Background: an optimization exercise with open tools, aiming at small area. Do not read the settings as production practice.
Function was checked by simulation only, so behaviour that the tests miss may differ from the original.
No activity file was given, so power comes from the tool's default toggle rates.

--- flow/config.mk ---
export PLATFORM = sky130hd
export DESIGN_NAME = uart_boot_engine
export DESIGN_NICKNAME = uart_boot_engine
export VERILOG_FILES = /design/flow/design.v
export SDC_FILE = /design/flow/constraint.sdc
export NUM_CORES = 4
export LEC_CHECK = 0
export CAP_MARGIN = 20
export CORE_MARGIN = 2
export CORE_UTILIZATION = 60
export PLACE_DENSITY = 0.7
export SLEW_MARGIN = 20
--- flow/constraint.sdc ---
create_clock -name core_clock -period 12.0 [get_ports {clk}]
set_input_delay 2.4000 -clock core_clock [delete_from_list [all_inputs] [get_ports {clk}]]
set_output_delay 2.4000 -clock core_clock [all_outputs]
set_load 0.01 [all_outputs]
--- flow/design.v ---
module uart_boot_engine (
    input  wire        clk,
    input  wire        rst,             
    input  wire        begin_i,         
    input  wire [31:0] img_size_i,      
    input  wire        img_bad_i,       
    input  wire        cancel_i,        
    output wire        img_req_o,
    output wire [19:0] img_addr_o,
    input  wire        img_ack_i,
    input  wire [7:0]  img_data_i,
    output wire        tx_valid_o,
    output wire [7:0]  tx_data_o,
    input  wire        tx_ready_i,
    input  wire        tx_err_i,        
    output wire        rx_ready_o,
    input  wire        rx_valid_i,
    input  wire [7:0]  rx_data_i,
    input  wire        rx_timeout_i,
    input  wire        rx_err_i,
    output wire        close_o,
    output wire        progress_valid_o,
    output wire [31:0] progress_o,
    output reg         result_valid_o,
    output wire [2:0]  state_o,
    output wire [2:0]  cause_o
);
    localparam [2:0] K_IDLE = 3'd0;
    localparam [2:0] K_PASS = 3'd1;   
    localparam [2:0] K_LOAD = 3'd2;   
    localparam [2:0] K_TX   = 3'd3;   
    localparam [2:0] K_RX   = 3'd4;   
    localparam [2:0] K_CLS  = 3'd5;   
    localparam [2:0] K_NXT  = 3'd6;   
    localparam [2:0] K_DONE = 3'd7;
    localparam [4:0] P_SOF = 5'd0;
    localparam [4:0] P_PAY = 5'd4;
    localparam [4:0] P_CRC = 5'd20;
    localparam [4:0] P_EOF = 5'd24;
    function [31:0] t4(input [3:0] x);
        integer i;
        reg [31:0] r;
        begin
            r = {28'd0, x};
            for (i = 0; i < 4; i = i + 1)
                r = r[0] ? ((r >> 1) ^ 32'hEDB88320) : (r >> 1);
            t4 = r;
        end
    endfunction
    reg [2:0]  ctl;
    reg [3:0]  sc;              
    wire [2:0] st = sc[2:0];
    reg [1:0]  attempt;
    reg        cancelling;
    reg [19:0] size;
    reg [19:0] addr;
    reg [31:0] crc;             
    reg [31:0] park;            
    reg [2:0]  ph;              
    reg [4:0]  pc;
    reg        nh;              
    wire       ok   = pc[4];
    wire       is_n = nh;
    wire eq_hi  = (addr[19:9] == size[19:9]);
    wire eq_f   = eq_hi && (addr[8:0] == size[8:0]);
    wire off_end = &addr[8:0];
    wire k_cmd  = cancelling || !(st == 3'd2 || st == 3'd3);
    wire k_hdr  = !cancelling && st == 3'd2;
    wire k_data = !cancelling && st == 3'd3;
    wire [7:0] park_b = ~park[7:0];
    wire [7:0] crc_b  = ~crc[7:0];
    reg  [7:0] fb;
    always @(*) begin
        fb = 8'h00;
        case (pc)
            5'd0: fb = 8'hAA;
            5'd1: fb = k_hdr ? 8'h02 : k_data ? 8'h01 : 8'h00;
            5'd2: fb = k_hdr ? 8'h10 : k_data ? (eq_hi ? size[7:0] : 8'h00) : 8'h01;
            5'd3: fb = k_data ? (eq_hi ? {7'd0, size[8]} : 8'h02) : 8'h00;
            5'd4: fb = k_data ? park_b : k_hdr ? size[7:0] :
                       cancelling ? 8'h02 : (st == 3'd4) ? 8'h01 : 8'h00;
            5'd5: fb = size[15:8];
            5'd6: fb = {4'd0, size[19:16]};
            5'd8, 5'd9, 5'd10, 5'd11: fb = park_b;
            5'd20, 5'd21, 5'd22, 5'd23: fb = crc_b;
            5'd24: fb = 8'hBB;
            default: fb = 8'h00;
        endcase
    end
    wire p_park  = (pc[4:2] == 3'd2);            
    wire p_crc   = (pc[4:2] == 3'd5);            
    wire p_dpay  = (pc == P_PAY) && k_data;
    wire tx_go   = (pc == P_SOF) ? (cancelling || !cancel_i) :
                   p_park ? (ph == {pc[1:0], 1'b0}) : 1'b1;
    assign tx_valid_o = (ctl == K_TX) && (p_dpay ? (nh && ph == 3'd0) : (!nh && tx_go));
    assign tx_data_o  = fb;
    wire   tx_fire    = tx_valid_o && tx_ready_i;
    assign img_req_o  = ((ctl == K_PASS) || ((ctl == K_TX) && p_dpay && !nh)) && !eq_f;
    assign img_addr_o = addr;
    wire   img_fire   = img_req_o && img_ack_i;
    assign rx_ready_o = (ctl == K_RX) && !cancel_i;
    assign state_o    = sc[3] ? 3'd6 : sc[2:0];
    assign cause_o    = sc[3] ? sc[2:0] : 3'd0;
    assign progress_o = {12'd0, addr};
    assign close_o    = result_valid_o && cancelling;    
    assign progress_valid_o = (ctl == K_NXT) && (st == 3'd3);
    reg        c_init, c_step, c_shift;
    reg [3:0]  c_d;
    wire [3:0]  c_x   = c_shift ? 4'd0 : (crc[3:0] ^ c_d);
    wire [31:0] c_nxt = (crc >> 4) ^ t4(c_x);
    wire p_load = (ctl == K_TX) && p_dpay && !nh && img_fire;
    wire [7:0] byte_in = ((ctl == K_PASS) || (p_dpay && !nh)) ? img_data_i : fb;
    always @(*) begin
        c_init  = 1'b0;
        c_step  = 1'b0;
        c_shift = 1'b0;
        c_d     = nh ? byte_in[7:4] : byte_in[3:0];
        if (p_park && ctl == K_TX) c_d = park_b[3:0];
        case (ctl)
            K_PASS: c_step = img_fire;
            K_LOAD: begin c_step = 1'b1; c_shift = 1'b1; end
            K_TX: begin
                if (pc == P_SOF) c_init = tx_fire;
                else if (p_crc) begin
                    c_shift = 1'b1;
                    c_step  = nh || tx_fire;
                end else if (pc != P_EOF) begin
                    if (p_dpay) c_step = nh ? tx_fire : img_fire;
                    else        c_step = nh || tx_fire;
                end
            end
            default: ;
        endcase
    end
    reg [7:0] exp_b;
    always @(*) begin
        case (pc[3:0])
            4'd0: exp_b = 8'hAA;
            4'd1: exp_b = 8'h03;
            4'd2: exp_b = 8'h01;
            4'd5: exp_b = is_n ? 8'h53 : 8'hC5;
            4'd6: exp_b = is_n ? 8'h2A : 8'h1A;
            4'd7: exp_b = is_n ? 8'h34 : 8'h33;
            4'd8: exp_b = is_n ? 8'h45 : 8'h32;
            4'd9: exp_b = 8'hBB;
            default: exp_b = 8'h00;
        endcase
    end
    wire rx_match = (rx_data_i[7:1] == exp_b[7:1]) && (pc[3:0] == 4'd4 || rx_data_i[0] == exp_b[0]);
    always @(posedge clk) begin
        result_valid_o   <= 1'b0;
        ph   <= ph + 3'd1;
        park <= {(ctl == K_LOAD) ? crc[3:0] : park[3:0], park[31:12],
                 p_load ? ~img_data_i : park[11:4]};
        if (p_load) ph <= 3'd0;
        if (c_init)
            crc <= 32'hFFFFFFFF;
        else if (c_step)
            crc <= c_nxt;
        if (rst) begin
            ctl        <= K_IDLE;
            sc         <= 4'd0;
            cancelling <= 1'b0;
            ph         <= 3'd0;
        end else begin
            case (ctl)
                K_IDLE: begin
                    if (cancel_i) begin
                        sc             <= {1'b1, 3'd6};
                        result_valid_o <= 1'b1;
                        ctl            <= K_DONE;
                    end else if (begin_i) begin
                        if (img_bad_i || img_size_i[31:20] != 12'd0) begin
                            sc             <= {1'b1, 3'd5};
                            result_valid_o <= 1'b1;
                            ctl            <= K_DONE;
                        end else begin
                            size    <= img_size_i[19:0];
                            addr    <= 20'd0;
                            attempt <= 2'd0;
                            sc      <= {1'b0, 3'd1};
                            nh      <= 1'b0;
                            pc      <= P_SOF;
                            crc     <= 32'hFFFFFFFF;
                            ctl     <= K_PASS;
                        end
                    end
                end
                K_PASS: begin
                    if (eq_f) begin
                        if (ph == 3'd7) begin
                            addr <= 20'd0;
                            ctl  <= K_LOAD;
                        end
                    end else if (img_fire) begin
                        nh <= !nh;
                        if (nh) addr <= addr + 20'd1;
                    end
                end
                K_LOAD: begin
                    if (ph == 3'd7) ctl <= K_TX;
                end
                K_TX: begin
                    if (pc == P_SOF) begin
                        if (!cancelling && cancel_i) begin
                            cancelling <= 1'b1;
                            if (st == 3'd1 && attempt == 2'd0) begin
                                sc             <= {1'b1, 3'd6};
                                result_valid_o <= 1'b1;
                                ctl            <= K_DONE;
                            end
                        end else if (tx_fire) begin
                            addr[8:0] <= k_data ? 9'd0 : addr[8:0];
                            pc <= 5'd1;
                        end
                    end else if (pc == P_EOF) begin
                        if (tx_fire) begin
                            pc <= P_SOF;
                            if (cancelling) begin
                                sc             <= {1'b1, 3'd6};
                                result_valid_o <= 1'b1;
                                ctl            <= K_DONE;
                            end else if (tx_err_i) begin
                                sc             <= {1'b1, 3'd1};
                                result_valid_o <= 1'b1;
                                ctl            <= K_DONE;
                            end else begin
                                attempt <= attempt + 2'd1;
                                pc      <= 5'b10000;
                                ctl     <= K_RX;
                            end
                        end
                    end else if (p_dpay) begin
                        if (!nh) begin
                            if (eq_f) pc <= P_CRC;
                            else if (img_fire) nh <= 1'b1;
                        end else if (tx_fire) begin
                            nh <= 1'b0;
                            if (off_end) pc <= P_CRC;
                            else addr <= addr + 20'd1;
                        end
                    end else begin
                        if (nh) begin
                            nh <= 1'b0;
                            pc <= (pc == P_PAY && k_cmd) ? P_CRC : pc + 5'd1;
                        end else if (tx_fire)
                            nh <= 1'b1;
                    end
                end
                K_RX: begin
                    if (cancel_i) begin
                        cancelling <= 1'b1;
                        pc         <= P_SOF;
                        nh         <= 1'b0;
                        ctl        <= K_TX;
                    end else if (rx_err_i) begin
                        sc             <= {1'b1, 3'd1};
                        result_valid_o <= 1'b1;
                        ctl            <= K_DONE;
                    end else if (rx_timeout_i) begin
                        pc <= P_SOF;
                        nh <= 1'b0;
                        if (attempt != 2'd3)
                            ctl <= K_TX;
                        else begin
                            sc             <= {1'b1, 3'd2};
                            result_valid_o <= 1'b1;
                            ctl            <= K_DONE;
                        end
                    end else if (rx_valid_i) begin
                        if (pc[3:0] == 4'd4) nh <= rx_data_i[0];
                        pc   <= {ok && rx_match, pc[3:0] + 4'd1};
                        if (pc[3:0] == 4'd9) ctl <= K_CLS;
                    end
                end
                K_CLS: begin
                    pc <= P_SOF;
                    nh <= 1'b0;
                    if (ok && !is_n) begin
                        attempt <= 2'd0;
                        case (st)
                            3'd1: begin
                                sc  <= {1'b0, 3'd2};
                                ctl <= K_TX;
                            end
                            3'd2: begin
                                addr <= 20'd0;
                                ctl  <= K_NXT;
                            end
                            3'd3: begin
                                if (!eq_f) addr <= addr + 20'd1;
                                ctl <= K_NXT;
                            end
                            default: begin
                                sc             <= {1'b0, 3'd5};
                                result_valid_o <= 1'b1;
                                ctl            <= K_DONE;
                            end
                        endcase
                    end else if (attempt != 2'd3) begin
                        ctl <= K_TX;
                    end else begin
                        sc             <= {1'b1, (ok && is_n) ? 3'd3 : 3'd4};
                        result_valid_o <= 1'b1;
                        ctl            <= K_DONE;
                    end
                end
                K_NXT: begin
                    sc  <= {1'b0, eq_f ? 3'd4 : 3'd3};
                    ctl <= K_TX;
                end
                default: ;
            endcase
        end
    end
endmodule
--- flow/flow/run.sh ---
#!/bin/bash
# The standard layout (standard.sh: ORFS from synthesis to finish) with three changes:
#  - Yosys/ABC maps the logic with an area-oriented script (flow/abc_map.script, repeated
#    dch + amap) instead of ORFS's speed script; the flip-flops and their names are untouched;
#  - every port still gets its own buffer, but with the smallest buffer cell;
#  - clock tree synthesis without dummy loads and with clkbuf_8 clock buffers.
# ORFS writes each step's log under orfs/logs; make's own output goes to make_finish.log.
set -uo pipefail
cd "$(dirname "$0")/.."
rm -rf orfs_scripts
cp -r "$FLOW_HOME/scripts" orfs_scripts
cp flow/abc_map.script orfs_scripts/abc_speed.script
bash standard.sh \
  "SCRIPTS_DIR=$PWD/orfs_scripts" \
  "BUFFER_PORTS_ARGS=-buffer_cell sky130_fd_sc_hd__buf_1" \
  "CTS_ARGS=-sink_clustering_enable -repair_clock_nets -dont_use_dummy_load -buf_list sky130_fd_sc_hd__clkbuf_8" \
  finish > make_finish.log 2>&1
--- flow/flow/abc_map.script ---
strash
dch
amap
strash
dch
amap
strash
dch
amap
strash
dch
amap
strash
dch
amap
--- flow/standard.sh ---
#!/bin/bash
# synth_recipe.tcl (not shown) runs the flow's synth.tcl, then flattens the netlist and writes it again
# the make line also repeats each setting of config.mk as NAME=value (left out here)
make -C /OpenROAD-flow-scripts/flow DESIGN_CONFIG=/design/flow/config.mk WORK_HOME=/design/flow/orfs CLKGATE_MAP_FILE= SYNTH_SCRIPT=/design/flow/synth_recipe.tcl "${@:-finish}"
==> impl_metrics.csv, run 1 <==
group,metric,value,unit
run_status,status,"no timing/DRC/antenna violations",
worst_setup_path,critPathCaptureType,"output port",
timing,fin_hold_ws,324,ps
timing,rsz0062_at_grt,"no",
synthesis,ys_seq_elements,124,
clock_tree,cts_tree,"built",
route,drc,0,
floorplanning,dieHeight,109,um
worst_setup_path,r2r_start,"pc[1]",
floorplanning,core_area,0.0108,mm2
final_layout,final_common_cell,"nor2_1",
pwr,peakVddDrop,0.000211,V
final_layout,drive_gt1_share,3.07,%
clock_tree,insertion_delay,450,ps
grt,grt_pass1_wl,31000,um
synthesis,yosys-top-cells-area,"dfxtp_1 23%, edfxtp_1 22%, nor2_1 7.8%",
synthesis,ys_types,42,
timing,worst_slew_pin_slew,1020,ps
clock_tree,root_buffer,"clkbuf_8",
pwr,p_per_area,246,mW/mm2
timing,tns,0,ps
route,ant_nets,0,
worst_setup_path,crit_path_max_fanout,6,
pwr,p_leak,2.51,nW
timing,finClkSkew,20.5,ps
synthesis,avgSynthCellArea,8.35,um2
final_layout,final_nets,984,
clock_tree,cts_resized,0,
pwr,p_total,1.81,mW
route,avgRoutedWirePerCell,18.6,um
worst_setup_path,start_kind,"primary input",
grt,grt_pass1_vias,6250,
timing,slew_headroom,32.0,%
floorplanning,die_x,109,um
route,drt-initial-drc-count,721,
route,totalWireLength,19600,um
timing,drv_slew,0,
synthesis,ys_warn_count,1,
grt,grt_max_degree,34,
final_layout,final_cell_count_no_fill,1052,
synthesis,syn_inst,792,
clock_tree,clk_pin_slew,70,ps
worst_hold_path,hp-start,"park[20]",
final_layout,layout_common_cells,"138 x nor2_1, 118 x buf_1, 116 x clkinv_1",
placement,dpl.hpwl,14900,um
worst_setup_path,cp.arrival,3550,ps
final_layout,num_antenna_cells,0,
worst_setup_path,worst_ep_required_time,9600,ps
worst_setup_path,r2r_cells,18,
clock_tree,hold_buffers,0,
synthesis,yosys.area.top_type,"dfxtp_1",
synthesis,synth_edf_count,48,
worst_hold_path,min_path_cells,0,
placement,place.port_buffers,118,
floorplanning,std_cell_rows,38,
floorplanning,num_io_pins,131,
worst_setup_path,critical_path_class,"primary input to output port",
synthesis,postSynth.asyncResetShare,0,%
job,drv_cap,0,
clock_tree,cts.sinks,124,
timing,period_minus_slack,5950,ps
route,vias_per_cell,6.39,
clock_tree,htree_levels,4,
timing,setup_viol,0,
timing,hold_violations,0,
grt,antenna_found_initial,0,
timing,post-route-period-util,49.6,%
synthesis,syn_area,0.00662,mm2
floorplanning,dieArea,0.0119,mm2
final_layout,post-route-util,68.1,%
placement,place_inst,1035,
worst_hold_path,hold_path.class,"flop to flop",
worst_setup_path,setup.worst_path.start,"cancel_i",
synthesis,synth_seq_area_share,44.8,%
placement,place_congestion,1.01,
clock_tree,ctsLongestPathBuffers,2,
grt,grt_util_all_layers,34.0,%
synthesis,synth_top_area_share,23.0,%
clock_tree,postCtsSetupRepairBufs,0,
grt,grt_overflow,0,
route,dr.pass1.iters,5,
timing,max_freq,0.168,GHz
final_layout,synthToLayoutAreaGrowth,11.1,%
route,num_vias,6718,
synthesis,ys.flop_type,"dfxtp_1",
floorplanning,start_util,61.3,%
clock_tree,numCtsBuffers,17,
## sequential cells by signal (all words and copies together), names as in the netlist
name / cells
crc: 32
park: 32
addr: 20
size: 20
pc: 5
sc: 4
ctl: 3
ph: 3
attempt: 2
cancelling: 1
nh: 1
result_valid_o: 1
## per-layer routing
metal | vias up | track usage (%) | part of all wire [%]
li1 | 3131 | - | -
met1 | 3062 | 45.1 | 40
met2 | 460 | 54.2 | 47
met3 | 65 | 7.29 | 10
met4 | 0 | 13.4 | 3.0
met5 | - | 0 | 0
## where the power goes
part	switching, mW	internal, mW	leakage, nW	total, mW
registers	0.113	0.583	1.08	0.696
clock network	0.139	0.124	0.122	0.263
logic	0.554	0.298	1.32	0.852
## cells in the mapped netlist, types with 3 or more instances
master     instances
nor2_1           138
clkinv_1         116
dfxtp_1           76
nand2_1           51
edfxtp_1          48
a21oi_1           47
o21ai_0           41
o22ai_1           37
buf_4             32
nor3_1            27
o221ai_1          26
a211oi_1          17
a221oi_1          16
nor4_1            14
a221o_1           13
ha_1              11
nand3_1           10
a2111oi_0          9
a31oi_1            8
nor2b_1            8
a22o_1             6
a22oi_1            5
o32ai_1            4
o211ai_1           3
o221a_1            3
or2_0              3
or3_1              3
## worst paths after layout
kind	endpoint	slack [ps]
worst min-delay path	park[16]	320
worst max-delay path	tx_valid_o	6050
worst min register to register	park[16]	320
worst max register to register	crc[27]	6290
## critical path, cell delays in order
cell,delay [ps]
buf_1,220
clkinv_1,220
nor3_1,270
nor2_1,100
nand2_1,110
o22ai_1,90
buf_1,140
## through the flow
stage / worst slack [ps] / area [um2]
final: 6050 / 7350
after global routing: 5750 / 7350
after CTS: 6070 / 7350
after detailed placement: 6080 / 7120
after global placement: 6090 / 7110
after floorplan: 4850 / 6660
## cells by family after synthesis
group,after synthesis,share of synthesized area [%]
and+or+nand+nor,261,16.9
other,1,0.0567
AOI/OAI and AO/OA,245,25.7
xor gates and xnor gates,2,0.265
DFF,124,44.8
adders and majority gates,11,2.08
buffers and inverters,148,10.2
## layout make-up
| type | count | area [um2] |
|---|---|---|
| fillers | 879 | 3440 |
| clock buffers | 17 | 234 |
| well taps | 140 | 175 |
| inverters | 116 | 435 |
| flip-flops and latches | 124 | 2960 |
| multi-input cells | 531 | 3060 |
| repair buffers | 124 | 488 |
==> run 2: changes to the inputs <==
--- a/flow/config.mk
+++ b/flow/config.mk
@@ -9,4 +9,4 @@
 export CORE_MARGIN = 2
-export CORE_UTILIZATION = 60
-export PLACE_DENSITY = 0.7
+export CORE_UTILIZATION = 70
+export PLACE_DENSITY = 0.75
 export SLEW_MARGIN = 20
==> run 2 against run 1 <==
Effect of this change: fmax grew 0.30%; highest routed layer unchanged; critical path type unchanged; power grew 0.76%; register-to-register slack lost 90 ps; combinational power grew 2%; worst setup slack gained 18 ps; synthesized cell count is the same; largest cell class unchanged.
==> impl_metrics.csv, run 2 <==
group,metric,value,unit
synthesis,yosys.area.top_type,"dfxtp_1",
synthesis,syn_inst,792,
synthesis,ys_seq_elements,124,
pwr,p_total,1.82,mW
route,avgRoutedWirePerCell,19.1,um
timing,slew_headroom,31.2,%
route,drt-initial-drc-count,902,
floorplanning,start_util,71.9,%
final_layout,synthToLayoutAreaGrowth,10.6,%
synthesis,synth.most_common_cell,"nor2_1",
worst_setup_path,cp.arrival,3540,ps
worst_setup_path,critPathCaptureType,"output port",
clock_tree,numCtsBuffers,17,
pwr,p_per_area,249,mW/mm2
clock_tree,clk_pin_slew,70,ps
final_layout,ff_latch_area,0.00296,mm2
floorplanning,dieArea,0.0102,mm2
timing,tns,0,ps
synthesis,postSynth.asyncResetShare,0,%
timing,rsz0062_at_grt,"no",
floorplanning,core_area,0.00920,mm2
synthesis,ys_warn_count,1,
route,drt-met1-wl,7410,um
clock_tree,htree_levels,4,
clock_tree,ctsLongestPathBuffers,2,
worst_setup_path,critical_path_class,"primary input to output port",
route,drc,0,
grt,grt_pass1_wl,30700,um
grt,grt_pass1_vias,6428,
synthesis,synth_top_area_share,23.0,%
clock_tree,cts.sinks,124,
route,wl_met2,8910,um
placement,place_congestion,0.983,
synthesis,ys_types,42,
timing,hold_violations,0,
route,dr_wl_met3,2330,um
worst_setup_path,path_cells,"buf_1, clkinv_1, nor3_1, nor2_1, nand2_1, o22ai_1, buf_1",
route,totalWireLength,19600,um
route,top_layer_used,"met4",
final_layout,drive_gt1_share,2.96,%
worst_setup_path,worst_ep_required_time,9600,ps
final_layout,num_antenna_cells,0,
final_layout,fillCellCount,622,
synthesis,synth_edf_count,48,
final_layout,final_nets,983,
clock_tree,cts_tree,"built",
clock_tree,postCtsSetupRepairBufs,0,
placement,dp_slack,6100,ps
worst_setup_path,max_stage_delay,270,ps
floorplanning,std_cell_rows,35,
final_layout,multiInputGateArea,0.00307,mm2
timing,period_minus_slack,5940,ps
timing,post-route-period-util,49.5,%
pwr,p_leak,2.51,nW
synthesis,ys.flop_type,"dfxtp_1",
placement,place.port_buffers,118,
route,vias_per_cell,6.76,
final_layout,final_common_cell,"nor2_1",
clock_tree,hold_buffers,0,
placement,place_area,0.00707,mm2
clock_tree,root_buffer,"clkbuf_8",
worst_setup_path,crit_path_max_fanout,6,
synthesis,avgSynthCellArea,8.35,um2
route,num_vias,6906,
route,ant_nets,0,
grt,antenna_found_initial,0,
grt,grt_overflow,0,
placement,dpl.hpwl,14800,um
timing,max_freq,0.168,GHz
final_layout,layout_common_cells,"138 x nor2_1, 118 x buf_1, 116 x clkinv_1",
final_layout,final_area,0.00732,mm2
worst_setup_path,start_kind,"primary input",
job,drv_cap,0,
synthesis,yosys-top-cells-area,"dfxtp_1 23%, edfxtp_1 22%, nor2_1 7.8%",
timing,fin_ws,6060,ps
floorplanning,die_x,101,um
timing,drv_slew,0,
pwr,peakVddDrop,0.000225,V
synthesis,synth_commonest_cells,"138 x nor2_1, 116 x clkinv_1, 76 x dfxtp_1",
timing,worst_slew_pin_slew,1030,ps
floorplanning,dieHeight,101,um
timing,setup_viol,0,
clock_tree,insertion_delay,440,ps
route,dr.pass1.iters,6,
worst_hold_path,hold_path.class,"flop to flop",
timing,finClkSkew,31.0,ps
final_layout,largestRegisters,"crc (32), park (32)",
worst_setup_path,worst_path_max_delay_cell,"nor3_1",
timing,fin_hold_ws,330,ps
run_status,status,"no timing/DRC/antenna violations",
worst_setup_path,critical_path.most_common_cell,"buf_1",
floorplanning,num_io_pins,131,
synthesis,syn_area,0.00662,mm2
synthesis,synth_seq_area_share,44.8,%
clock_tree,cts_resized,0,
worst_setup_path,critPathBufInv,3,
grt,grt_max_degree,34,
grt,grt_util_all_layers,38.3,%
worst_setup_path,cpLargestDelayFamily,"buffers and inverters",
## run 2: layout make-up
class	count	area share, %
well taps	111	1.90
repair buffers	123	6.56
flip-flops and latches	124	40.5
inverters	116	5.95
clock buffers	17	3.20
multi-input cells	531	41.9
## run 2: kinds of logic (layout without fill, tap and decap cells)
logic type / after synthesis / count (layout) / synth area share, %
buf+inv: 148 / 256 / 10.2
fa+ha+maj: 11 / 11 / 2.08
xor+xnor: 2 / 2 / 0.265
flops: 124 / 124 / 44.8
simple gates: 261 / 261 / 16.9
other cells: 1 / 12 / 0.0567
compound gates: 245 / 245 / 25.7
## run 2: worst register-to-register path, cell delays in order (launching register included)
cell,delay [ps]
edfxtp_1,530
clkinv_1,250
nand2_1,190
nor2_1,140
nand2_1,170
nor2_1,130
clkinv_1,70
nor2_1,60
nor2_1,550
clkinv_1,400
a221oi_1,360
o32ai_1,150
o21ai_0,780
clkinv_1,320
o22ai_1,390
clkinv_1,230
o22ai_1,350
clkinv_1,190
o22ai_1,230
o221ai_1,140
## run 2: where the power goes
| part | internal [mW] | leakage, nW | switching (mW) |
|---|---|---|---|
| Clock | 0.124 | 0.122 | 0.135 |
| Sequential | 0.583 | 1.08 | 0.115 |
| Combinational | 0.298 | 1.31 | 0.570 |
| Total | 1.01 | 2.51 | 0.820 |
## run 2: worst paths after layout
kind	startpoint	endpoint	slack (ps)	depth (start not counted)
worst max-delay path	cancel_i	tx_valid_o	6060	7
worst min-delay path	park[30]	park[26]	330	0
worst max register to register	pc[3]	crc[21]	6200	19
worst min register to register	park[30]	park[26]	330	0
## run 2: metal layers
metal / global-route usage (%) / vias up
met1: 48.9 / 3111
li1: - / 3121
met5: 0 / -
met2: 61.3 / 567
met3: 9.52 / 107
met4: 18.5 / 0
## run 2: metrics by stage
| stage | instances | utilization (%) |
|---|---|---|
| after floorplan | 803 | - |
| after global placement | 1005 | 76.8 |
| after detailed placement | 1005 | 76.9 |
| after CTS | 1022 | 79.5 |
| after global routing | 1022 | 79.6 |
| final | 1022 | 79.6 |
==> run 3: changes to the inputs <==
--- a/flow/config.mk
+++ b/flow/config.mk
@@ -7,3 +7,3 @@
 export LEC_CHECK = 0
-export CAP_MARGIN = 20
+export CAP_MARGIN = 0
 export CORE_MARGIN = 2
@@ -11,2 +11,2 @@
 export PLACE_DENSITY = 0.75
-export SLEW_MARGIN = 20
+export SLEW_MARGIN = 0
==> run 3 against run 2 <==
Effect of this change: synthesized area unchanged; still clean; register-to-register slack about the same; largest power group unchanged; fmax increased by 0.37%; sequential power about the same; sequential share of layout area about the same.
==> impl_metrics.csv, run 3 <==
group,metric,value,unit
clock_tree,htree_levels,4,
timing,setup_viol,0,
clock_tree,cts_tree,"built",
synthesis,yosys.area.top_type,"dfxtp_1",
route,drc,0,
floorplanning,dieArea,0.0102,mm2
floorplanning,num_io_pins,131,
worst_hold_path,min_path_cells,0,
synthesis,ys_types,42,
floorplanning,die_x,101,um
final_layout,multiInputGateArea,0.00306,mm2
job,drv_cap,0,
worst_setup_path,path_cells,"buf_1, clkinv_1, nor3_1, nor2_1, nand2_1, o22ai_1, buf_1",
worst_setup_path,r2r_cells,19,
pwr,peakVddDrop,0.000230,V
grt,antenna_found_initial,0,
worst_setup_path,critical_path_class,"primary input to output port",
synthesis,yosys.area_share.adder,2.08,%
synthesis,syn_area,0.00662,mm2
clock_tree,postCtsSetupRepairBufs,0,
grt,grt_pass1_wl,30400,um
route,dr.pass1.iters,7,
synthesis,yosys-top-cells-area,"dfxtp_1 23%, edfxtp_1 22%, nor2_1 7.8%",
synthesis,synth_edf_count,48,
clock_tree,numCtsBuffers,17,
grt,grt_max_degree,34,
final_layout,drive_gt1_share,3.07,%
final_layout,final_nets,984,
final_layout,final_area,0.00732,mm2
synthesis,synth_commonest_cells,"138 x nor2_1, 116 x clkinv_1, 76 x dfxtp_1",
synthesis,ys_warn_count,1,
synthesis,synth-compound-area-share,25.7,%
grt,grt_util_all_layers,38.2,%
synthesis,synth.most_common_cell,"nor2_1",
clock_tree,hold_buffers,0,
timing,max_freq,0.169,GHz
timing,slew_headroom,29.1,%
worst_setup_path,start_kind,"primary input",
timing,hold_violations,0,
run_status,status,"no timing/DRC/antenna violations",
synthesis,ys_seq_elements,124,
synthesis,synth_seq_area_share,44.8,%
placement,place.port_buffers,118,
timing,tns,0,ps
synthesis,synth_top_area_share,23.0,%
worst_setup_path,rrSetupSlack,6200,ps
route,avgRoutedWirePerCell,19.1,um
worst_setup_path,setup.worst_path.start,"cancel_i",
synthesis,synth_top_family_by_area,"compound AO/OA/AOI/OAI gates",
worst_setup_path,critPathCaptureType,"output port",
final_layout,layout_common_cells,"138 x nor2_1, 118 x buf_1, 116 x clkinv_1",
floorplanning,start_util,71.9,%
worst_setup_path,max_stage_delay,280,ps
synthesis,avgSynthCellArea,8.35,um2
route,ant_nets,0,
worst_setup_path,worst_path_max_delay_cell,"nor3_1",
synthesis,syn_inst,792,
floorplanning,std_cell_rows,35,
clock_tree,clk_pin_slew,70,ps
timing,worst_slew_pin_slew,1060,ps
timing,post-route-period-util,49.3,%
clock_tree,root_buffer,"clkbuf_8",
placement,dpl.hpwl,14800,um
worst_setup_path,r2r_start,"pc[3]",
worst_hold_path,min_to,"park[25]",
final_layout,num_antenna_cells,0,
final_layout,largestRegisters,"crc (32), park (32)",
worst_setup_path,worst_ep_required_time,9600,ps
route,num_vias,6852,
worst_setup_path,crit_path_max_fanout,6,
grt,grt_pass1_vias,6312,
worst_hold_path,hp-start,"park[29]",
placement,place_area,0.00706,mm2
worst_setup_path,cp.arrival,3510,ps
synthesis,synth_xor_xnor_area_share,0.265,%
synthesis,yosys.area_share.simple,16.9,%
worst_hold_path,hold_path.class,"flop to flop",
synthesis,ys.flop_type,"dfxtp_1",
route,vias_per_cell,6.70,
clock_tree,cts.sinks,124,
route,totalWireLength,19600,um
worst_setup_path,r2r_end,"crc[21]",
floorplanning,dieHeight,101,um
clock_tree,insertion_delay,440,ps
timing,rsz0062_at_grt,"no",
grt,grt_overflow,0,
pwr,p_per_area,249,mW/mm2
final_layout,final_common_cell,"nor2_1",
timing,drv_slew,0,
final_layout,synthToLayoutAreaGrowth,10.6,%
final_layout,ff_latch_area,0.00296,mm2
timing,finClkSkew,27.3,ps
clock_tree,cts_resized,0,
floorplanning,core_area,0.00920,mm2
clock_tree,ctsLongestPathBuffers,2,
final_layout,fillCellCount,633,
worst_setup_path,critical_path.most_common_cell,"buf_1",
placement,place_congestion,0.983,
synthesis,postSynth.asyncResetShare,0,%
timing,period_minus_slack,5910,ps
synthesis,muxShareOfSynthArea,0,%
route,drt-initial-drc-count,897,
pwr,p_leak,2.51,nW
run 3: cell count changes in the layout (fill, tap and decap cells not counted):
cell	change
nor4_2	+1
nor4_4	-1
buf_4	+1
run 3: worst max path at each step:
stage / end / depth (start not counted)
2_1_floorplan: crc[15] / 12
3_3_place_gp: tx_valid_o / 7
3_5_place_dp: tx_valid_o / 7
4_1_cts: tx_valid_o / 7
5_1_grt: crc[21] / 19
6_report: tx_valid_o / 7
run 3: layout make-up:
class                   count  share of cell area [%]
inverters                 116                    5.95
well taps                 111                    1.90
flip-flops and latches    124                    40.5
clock buffers              17                    3.20
multi-input cells         531                    41.8
repair buffers            124                    6.67
run 3: critical path, delay by kind of cell:
family                 cells  cell delay, ps
AO/OA/AOI/OAI              1             100
buffers and inverters      3             530
AND/OR/NAND/NOR            3             490
run 3: per-layer routing:
layer	global-route usage [%]	wire length, um	vias to the layer above	share of wire (%)
met5	0	0	-	0
met4	17.8	915	0	4.7
met3	8.42	2280	108	12
met2	62.1	9000	548	46
met1	48.8	7380	3072	38
li1	-	-	3124	-
run 3: per-stage QoR:
step | hold WS, ps | util [%] | worst slack (ps) | power, mW | cells
detailed placement | 313 | 76.8 | 6110 | 1.53 | 1005
CTS | 330 | 79.4 | 6100 | 1.79 | 1022
global placement | 310 | 76.8 | 6130 | 1.48 | 1005
global route | 338 | 79.6 | 5660 | 1.93 | 1023
floorplan | 310 | - | 4850 | 1.30 | 803
finish | 331 | 79.6 | 6090 | 1.82 | 1023
run 3: cells by family (layout without fill, tap and decap cells):
family / after synthesis / after routing
AO/OA/AOI/OAI: 245 / 245
XOR/XNOR: 2 / 2
buffers and inverters: 148 / 257
flip-flops: 124 / 124
AND/OR/NAND/NOR: 261 / 261
other: 1 / 12
adder cells (fa/ha/maj): 11 / 11
run 3: power by group:
| part | leakage [nW] | total, mW | switching [mW] | internal (mW) |
|---|---|---|---|---|
| clock | 0.122 | 0.260 | 0.136 | 0.124 |
| sequential | 1.08 | 0.698 | 0.115 | 0.583 |
| combinational | 1.32 | 0.861 | 0.563 | 0.299 |
==> run 4: changes to the inputs <==
--- a/flow/flow/run.sh
+++ b/flow/flow/run.sh
@@ -2,3 +2,3 @@
 # The standard layout (standard.sh: ORFS from synthesis to finish) with three changes:
-#  - Yosys/ABC maps the logic with an area-oriented script (flow/abc_map.script, repeated
+#  - Yosys/ABC maps the logic with an area-oriented script (flow/abc_map.script, eight rounds of
 #    dch + amap) instead of ORFS's speed script; the flip-flops and their names are untouched;
==> flow/flow/abc_map.script (replaced) <==
strash
dch
amap
strash
dch
amap
strash
dch
amap
strash
dch
amap
strash
dch
amap
strash
dch
amap
strash
dch
amap
strash
dch
amap
--- a/flow/config.mk
+++ b/flow/config.mk
@@ -7,3 +7,3 @@
 export LEC_CHECK = 0
-export CAP_MARGIN = 0
+export CAP_MARGIN = 20
 export CORE_MARGIN = 2
@@ -11,2 +11,2 @@
 export PLACE_DENSITY = 0.75
-export SLEW_MARGIN = 0
+export SLEW_MARGIN = 20
==> run 4 against run 3 <==
Effect of this change: synthesized cell count stayed put; sequential cell count is the same; count of clock-buffer cells in the layout did not move; cell area unchanged; combinational power decreased by 0.8%; sequential power is essentially flat; wire length grew 0.77%; synthesized area increased by 0.13%; worst setup slack got worse by 210 ps; clock skew fell by 0.66 ps; critical endpoint unchanged; largest cell class unchanged.
==> impl_metrics.csv, run 4 <==
group,metric,value,unit
grt,grt_pass1_wl,31300,um
synthesis,syn_inst,792,
grt,grt_util_all_layers,39.0,%
worst_setup_path,start_kind,"flop",
final_layout,num_antenna_cells,0,
placement,place_congestion,1.03,
timing,period_minus_slack,6120,ps
route,ant_nets,0,
clock_tree,ctsLongestPathBuffers,2,
synthesis,synth_commonest_cells,"138 x nor2_1, 114 x clkinv_1, 76 x dfxtp_1",
synthesis,synth_top_family_by_area,"compound AO/OA/AOI/OAI gates",
worst_setup_path,crit_path_max_fanout,6,
route,totalWireLength,19700,um
floorplanning,std_cell_rows,35,
final_layout,synthToLayoutAreaGrowth,10.5,%
route,vias_per_cell,6.67,
floorplanning,core_area,0.00920,mm2
route,drt-initial-drc-count,805,
timing,drv_slew,0,
synthesis,ys_seq_elements,124,
placement,dpl.hpwl,14700,um
final_layout,final_common_cell,"nor2_1",
final_layout,fillCellCount,637,
floorplanning,dieHeight,101,um
worst_setup_path,cp.arrival,3720,ps
timing,post-route-period-util,51.0,%
floorplanning,die_x,101,um
worst_setup_path,critical_path_class,"flop to output port",
floorplanning,start_util,72.0,%
timing,worst_slew_pin_slew,1150,ps
synthesis,yosys.area.top_type,"dfxtp_1",
synthesis,yosys.area_share.simple,16.8,%
synthesis,synth_edf_count,48,
placement,dp_slack,6230,ps
timing,hold_violations,0,
grt,grt_pass1_vias,6379,
timing,fin_ws,5880,ps
clock_tree,htree_levels,4,
synthesis,synth.most_common_cell,"nor2_1",
floorplanning,dieArea,0.0103,mm2
route,top_layer_used,"met4",
route,num_vias,6812,
grt,antenna_found_initial,0,
clock_tree,cts_tree,"built",
floorplanning,num_io_pins,131,
placement,place.port_buffers,118,
synthesis,muxShareOfSynthArea,0,%
clock_tree,cts.sinks,124,
grt,grt_overflow,0,
timing,tns,0,ps
pwr,p_total,1.82,mW
route,drt-met1-wl,7420,um
route,avgRoutedWirePerCell,19.3,um
synthesis,synth_top_area_share,23.0,%
worst_setup_path,worst_ep_required_time,9600,ps
final_layout,drive_gt1_share,2.97,%
worst_setup_path,path_cells,"clkinv_1, nor2_1, nand2_1, nor2_1, clkinv_1, nor2_1, clkinv_1, nor2_1, clkinv_1, o41ai_1, buf_1",
timing,slew_headroom,23.6,%
synthesis,synth-compound-area-share,26.0,%
synthesis,syn_area,0.00662,mm2
job,drv_cap,0,
timing,max_freq,0.163,GHz
clock_tree,numCtsBuffers,17,
worst_setup_path,critPathCaptureType,"output port",
clock_tree,postCtsSetupRepairBufs,0,
route,dr_wl_met3,1970,um
clock_tree,hold_buffers,0,
timing,rsz0062_at_grt,"no",
clock_tree,cts_resized,0,
clock_tree,insertion_delay,460,ps
grt,grt_max_degree,35,
worst_setup_path,worst_path_max_delay_cell,"o41ai_1",
synthesis,ys_warn_count,1,
synthesis,synth_seq_area_share,44.7,%
final_layout,final_nets,982,
synthesis,avgSynthCellArea,8.36,um2
final_layout,multiInputGateArea,0.00308,mm2
route,drc,0,
route,wl_met2,9330,um
route,dr.pass1.iters,6,
final_layout,largestRegisters,"crc (32), park (32)",
timing,finClkSkew,26.6,ps
pwr,p_per_area,249,mW/mm2
synthesis,ys.flop_type,"dfxtp_1",
run_status,status,"no timing/DRC/antenna violations",
final_layout,layout_common_cells,"138 x nor2_1, 118 x buf_1, 114 x clkinv_1",
synthesis,yosys-top-cells-area,"dfxtp_1 23%, edfxtp_1 22%, nor2_1 7.8%",
pwr,p_leak,2.49,nW
synthesis,ys_types,46,
synthesis,postSynth.asyncResetShare,0,%
final_layout,ff_latch_area,0.00296,mm2
pwr,peakVddDrop,0.000242,V
timing,setup_viol,0,
synthesis,synth_xor_xnor_area_share,0.264,%
synthesis,yosys.area_share.adder,2.08,%
worst_setup_path,max_stage_delay,570,ps
clock_tree,clk_pin_slew,70,ps
worst_hold_path,hold_path.class,"flop to flop",
clock_tree,root_buffer,"clkbuf_8",
==> run 4: cell count changes after synthesis, moves of 3 or more <==
cell       delta
a2111oi_0     -3
a211oi_1      -4
a22o_1        -3
nand2_1       -5
nand4_1       +3
o21ai_0      +10
o221ai_1      -7
o41ai_1       +4
==> run 4: cell families (layout without fill, tap and decap cells) <==
kind of cell	count (synthesis)	count (layout)
AND/OR/NAND/NOR	257	257
adder cells (fa/ha/maj)	11	11
AO/OA/AOI/OAI	251	251
flip-flops	124	124
other	1	12
buffers and inverters	146	253
XOR/XNOR	2	2
==> run 4: worst max-delay path: cells and delay by family (launching register included) <==
kind / cells / cell delay (ps)
AOI/OAI and AO/OA: 1 / 570
and+or+nand+nor: 5 / 1440
buffers and inverters: 5 / 910
DFF: 1 / 350
==> run 4: cell type report <==
class / instances / share of cell area (%)
Multi-Input combinational cell: 533 / 42.1
Sequential cell: 124 / 40.5
Timing Repair Buffer: 122 / 6.46
Inverter: 114 / 5.85
Clock buffer: 17 / 3.20
Tap cell: 111 / 1.90
==> run 4: per-stage QoR <==
step	utilization (%)	cell area (um2)	cells	hold slack (ps)
global route	79.6	7320	1021	314
detailed placement	76.9	7070	1004	312
global placement	76.9	7070	1004	311
CTS	79.4	7300	1021	316
finish	79.6	7320	1021	318
floorplan	-	6670	803	310
==> run 4: worst paths after layout <==
kind,depth (start not counted),slack [ps],start,end
hold reg to reg,0,320,park[28],park[24]
hold / removal,0,320,park[28],park[24]
setup / recovery,11,5880,sc[1],tx_valid_o
setup reg to reg,23,6130,sc[1],crc[21]
==> run 4: metal layers <==
layer / global-route usage [%] / vias up
li1: - / 3113
met1: 49.6 / 3084
met3: 7.38 / 103
met5: 0 / -
met4: 19.4 / 0
met2: 64.1 / 512
==> run 4: where the power goes <==
group | total, mW | internal [mW] | switching, mW | leakage, nW
sequential | 0.701 | 0.587 | 0.115 | 1.08
clock | 0.265 | 0.124 | 0.141 | 0.122
combinational | 0.854 | 0.294 | 0.560 | 1.29
total | 1.82 | 1.00 | 0.815 | 2.49
==> run 5: changes to the inputs <==
--- a/flow/flow/run.sh
+++ b/flow/flow/run.sh
@@ -1,5 +1,6 @@
 #!/bin/bash
-# The standard layout (standard.sh: ORFS from synthesis to finish) with three changes:
+# The standard layout (standard.sh: ORFS from synthesis to finish) with four changes:
 #  - Yosys/ABC maps the logic with an area-oriented script (flow/abc_map.script, eight rounds of
 #    dch + amap) instead of ORFS's speed script; the flip-flops and their names are untouched;
+#  - timing-driven global placement keeps none of its trial buffering (GPL_KEEP_OVERFLOW=0);
 #  - every port still gets its own buffer, but with the smallest buffer cell;
@@ -14,2 +15,3 @@
   "SCRIPTS_DIR=$PWD/orfs_scripts" \
+  "GPL_KEEP_OVERFLOW=0" \
   "BUFFER_PORTS_ARGS=-buffer_cell sky130_fd_sc_hd__buf_1" \
==> run 5 against run 4 <==
Effect of this change: fmax hardly changed; global-route usage is 2.9 points higher; count of clock-buffer cells in the layout stayed put; worst setup slack better by 2.4 ps; cell area is 0.22% higher; final cell count is 0.59% higher; combinational power is 3.9% higher; critical path depth is 3 lower; critical endpoint is now img_req_o.
==> impl_metrics.csv, run 5 <==
group,metric,value,unit
final_layout,post-route-util,79.8,%
placement,place.port_buffers,118,
final_layout,final_common_cell,"nor2_1",
floorplanning,dieHeight,101,um
worst_setup_path,critical_path_class,"flop to output port",
route,num_vias,7091,
worst_setup_path,crit_path_max_fanout,9,
final_layout,final_nets,988,
pwr,swShare,45.7,%
floorplanning,core_area,0.00920,mm2
clock_tree,insertion_delay,440,ps
route,drc,0,
route,avgRoutedWirePerCell,20.8,um
timing,hold_violations,0,
synthesis,yosys.area.top_type,"dfxtp_1",
pwr,p_per_area,253,mW/mm2
grt,grt_pass1_wl,33300,um
clock_tree,numCtsBuffers,17,
final_layout,synthToLayoutAreaGrowth,10.7,%
route,drt-initial-drc-count,920,
timing,post-route-period-util,51.0,%
worst_hold_path,hold_path.class,"flop to flop",
floorplanning,start_util,72.0,%
timing,slew_headroom,22.1,%
timing,tns,0,ps
final_layout,drive_gt1_share,3.60,%
clock_tree,cts_resized,0,
synthesis,synth.most_common_cell,"nor2_1",
synthesis,syn_area,0.00662,mm2
route,ant_nets,0,
run_status,status,"no timing/DRC/antenna violations",
worst_setup_path,r2r_cells,20,
grt,grt_max_degree,35,
synthesis,ys.flop_type,"dfxtp_1",
worst_setup_path,critPathCaptureType,"output port",
synthesis,avgSynthCellArea,8.36,um2
final_layout,largestRegisters,"crc (32), park (32)",
timing,worst_slew_pin_slew,1170,ps
pwr,comb_power_share,47.7,%
timing,setup_viol,0,
final_layout,num_antenna_cells,0,
timing,period_minus_slack,6120,ps
synthesis,synth_seq_area_share,44.7,%
timing,rsz0062_at_grt,"no",
worst_setup_path,max_stage_delay,900,ps
pwr,switchingPower,849,uW
clock_tree,clk_pin_slew,80,ps
pwr,pwr-share-clk,14.1,%
worst_hold_path,min_path_cells,0,
route,dr.pass1.iters,8,
worst_setup_path,cp.arrival,3720,ps
synthesis,syn_inst,792,
synthesis,ys_seq_elements,124,
clock_tree,htree_levels,4,
pwr,p_seq_share,38.1,%
pwr,p_leak,2.52,nW
final_layout,fillCellCount,614,
floorplanning,num_io_pins,131,
floorplanning,die_x,101,um
pwr,peakVddDrop,0.000268,V
job,drv_cap,0,
clock_tree,hold_buffers,0,
floorplanning,std_cell_rows,35,
final_layout,layout_common_cells,"138 x nor2_1, 118 x buf_1, 114 x clkinv_1",
route,vias_per_cell,6.90,
grt,grt_pass1_vias,6632,
floorplanning,dieArea,0.0103,mm2
synthesis,yosys-top-cells-area,"dfxtp_1 23%, edfxtp_1 22%, nor2_1 7.8%",
worst_setup_path,worst_ep_required_time,9600,ps
worst_setup_path,critical_path.most_common_cell,"clkinv_1",
clock_tree,cts.sinks,124,
grt,antenna_found_initial,0,
clock_tree,postCtsSetupRepairBufs,0,
timing,finClkSkew,33.4,ps
clock_tree,root_buffer,"clkbuf_8",
synthesis,synth_edf_count,48,
synthesis,ys_warn_count,1,
timing,drv_slew,0,
placement,dpl.hpwl,15800,um
grt,grt_overflow,0,
pwr,power.internal,1.01,mW
synthesis,postSynth.asyncResetShare,0,%
clock_tree,ctsLongestPathBuffers,2,
worst_setup_path,start_kind,"flop",
grt,grt_util_all_layers,41.9,%
route,totalWireLength,21300,um
synthesis,synth_commonest_cells,"138 x nor2_1, 114 x clkinv_1, 76 x dfxtp_1",
clock_tree,cts_tree,"built",
timing,max_freq,0.163,GHz
synthesis,synth_top_area_share,23.0,%
worst_setup_path,worst_path_max_delay_cell,"nor3_1",
worst_setup_path,path_cells,"o22ai_1, nor4_1, o2111ai_1, nor3_1, clkinv_1, a31oi_1, clkinv_1, buf_1",
placement,place_congestion,0.980,
synthesis,ys_types,46,
[run 5: layout make-up]
| cell class | instances | area (um2) | share of cell area, % |
|---|---|---|---|
| Multi-Input combinational cell | 533 | 3070 | 41.9 |
| Sequential cell | 124 | 2960 | 40.4 |
| Timing Repair Buffer | 128 | 498 | 6.79 |
| Inverter | 114 | 428 | 5.83 |
| Clock buffer | 17 | 234 | 3.19 |
| Tap cell | 111 | 139 | 1.89 |
[run 5: path summary, 6_finish.rpt]
path	from	slack, ps	endpoint
max	addr[17]	5880	img_req_o
min reg2reg	park[20]	310	park[16]
max reg2reg	pc[1]	5980	crc[27]
min	park[20]	310	park[16]
[run 5: critical path: cells and delay by family, from the launching register on]
kind                   cells  cell delay (ps)
buffers and inverters      3              500
AO/OA/AOI/OAI              3              920
AND/OR/NAND/NOR            2             1320
flip-flops                 1              540
[run 5: power by group through the flow]
| stage | sequential [mW] | combinational [mW] | clock, mW |
|---|---|---|---|
| 3_3_place_gp | 0.696 | 0.779 | 0 |
| 4_1_cts | 0.700 | 0.861 | 0.261 |
| 5_1_grt | 0.715 | 0.959 | 0.277 |
| 6_report | 0.709 | 0.887 | 0.263 |
| 3_5_place_dp | 0.705 | 0.839 | 0 |
| 2_1_floorplan | 0.674 | 0.617 | 0 |
[run 5: kinds of logic after synthesis]
| family | count (synthesis) | synth area share, % |
|---|---|---|
| AND/OR/NAND/NOR | 257 | 16.8 |
| AO/OA/AOI/OAI | 251 | 26.0 |
| buffers and inverters | 146 | 10.1 |
| flip-flops | 124 | 44.7 |
| adder cells (fa/ha/maj) | 11 | 2.08 |
| XOR/XNOR | 2 | 0.264 |
| other | 1 | 0.0566 |
[run 5: stage by stage]
stage | setup WS (ps) | hold WS [ps] | instances | cell area [um2] | power (mW)
6_report | 5880 | 310 | 1027 | 7330 | 1.86
5_1_grt | 5560 | 327 | 1027 | 7330 | 1.95
4_1_cts | 6080 | 308 | 1027 | 7330 | 1.82
3_5_place_dp | 6160 | 312 | 1010 | 7090 | 1.54
3_3_place_gp | 2100 | 310 | 1000 | 7010 | 1.47
2_1_floorplan | 4100 | 310 | 803 | 6670 | 1.29
[run 5: metal layers]
metal,routed length [um],GRT usage (%)
met1,7630,51.0
met2,10000,68.9
met3,2350,10.2
met4,1310,22.6
met5,0,0

==> what the ideal ports hide <==
In the flow no input, the clock included, has a driving cell. The finished layouts below were timed again as built, in two steps. Step 1 sets driving cells, clkbuf_16 on the clock port and buf_2 on the other inputs (assumed; they add their load-dependent delay and slew). Step 2 also shifts input and output timing later by t, the mid clock arrival at the registers, as if the neighbouring blocks saw the same clock. Slacks: no drivers / after step 1 / after step 2; pairs: no drivers / after step 1.
run | shift t [ns] | setup slack, ns | worst setup path after step 2 | slew at the worst register clock pin (ns) | worst data-port slew with drivers (ns)
run 1 | 0.471 | 6.046 / 6.025 / 6.025 | input to output | 0.07 / 0.07 | 0.04
run 2 | 0.454 | 6.064 / 6.040 / 6.040 | input to output | 0.08 / 0.08 | 0.05
run 3 | 0.457 | 6.086 / 6.063 / 6.063 | input to output | 0.07 / 0.07 | 0.05
run 4 | 0.479 | 5.880 / 5.843 / 6.023 | input to register | 0.08 / 0.08 | 0.04
run 5 | 0.466 | 5.882 / 5.844 / 5.977 | register to register | 0.08 / 0.08 | 0.04
After both steps setup and hold are still met in every run listed. The setup slack of run 2, which loses most, moves by -0.024 ns with the drivers and by -0.024 ns with both steps.
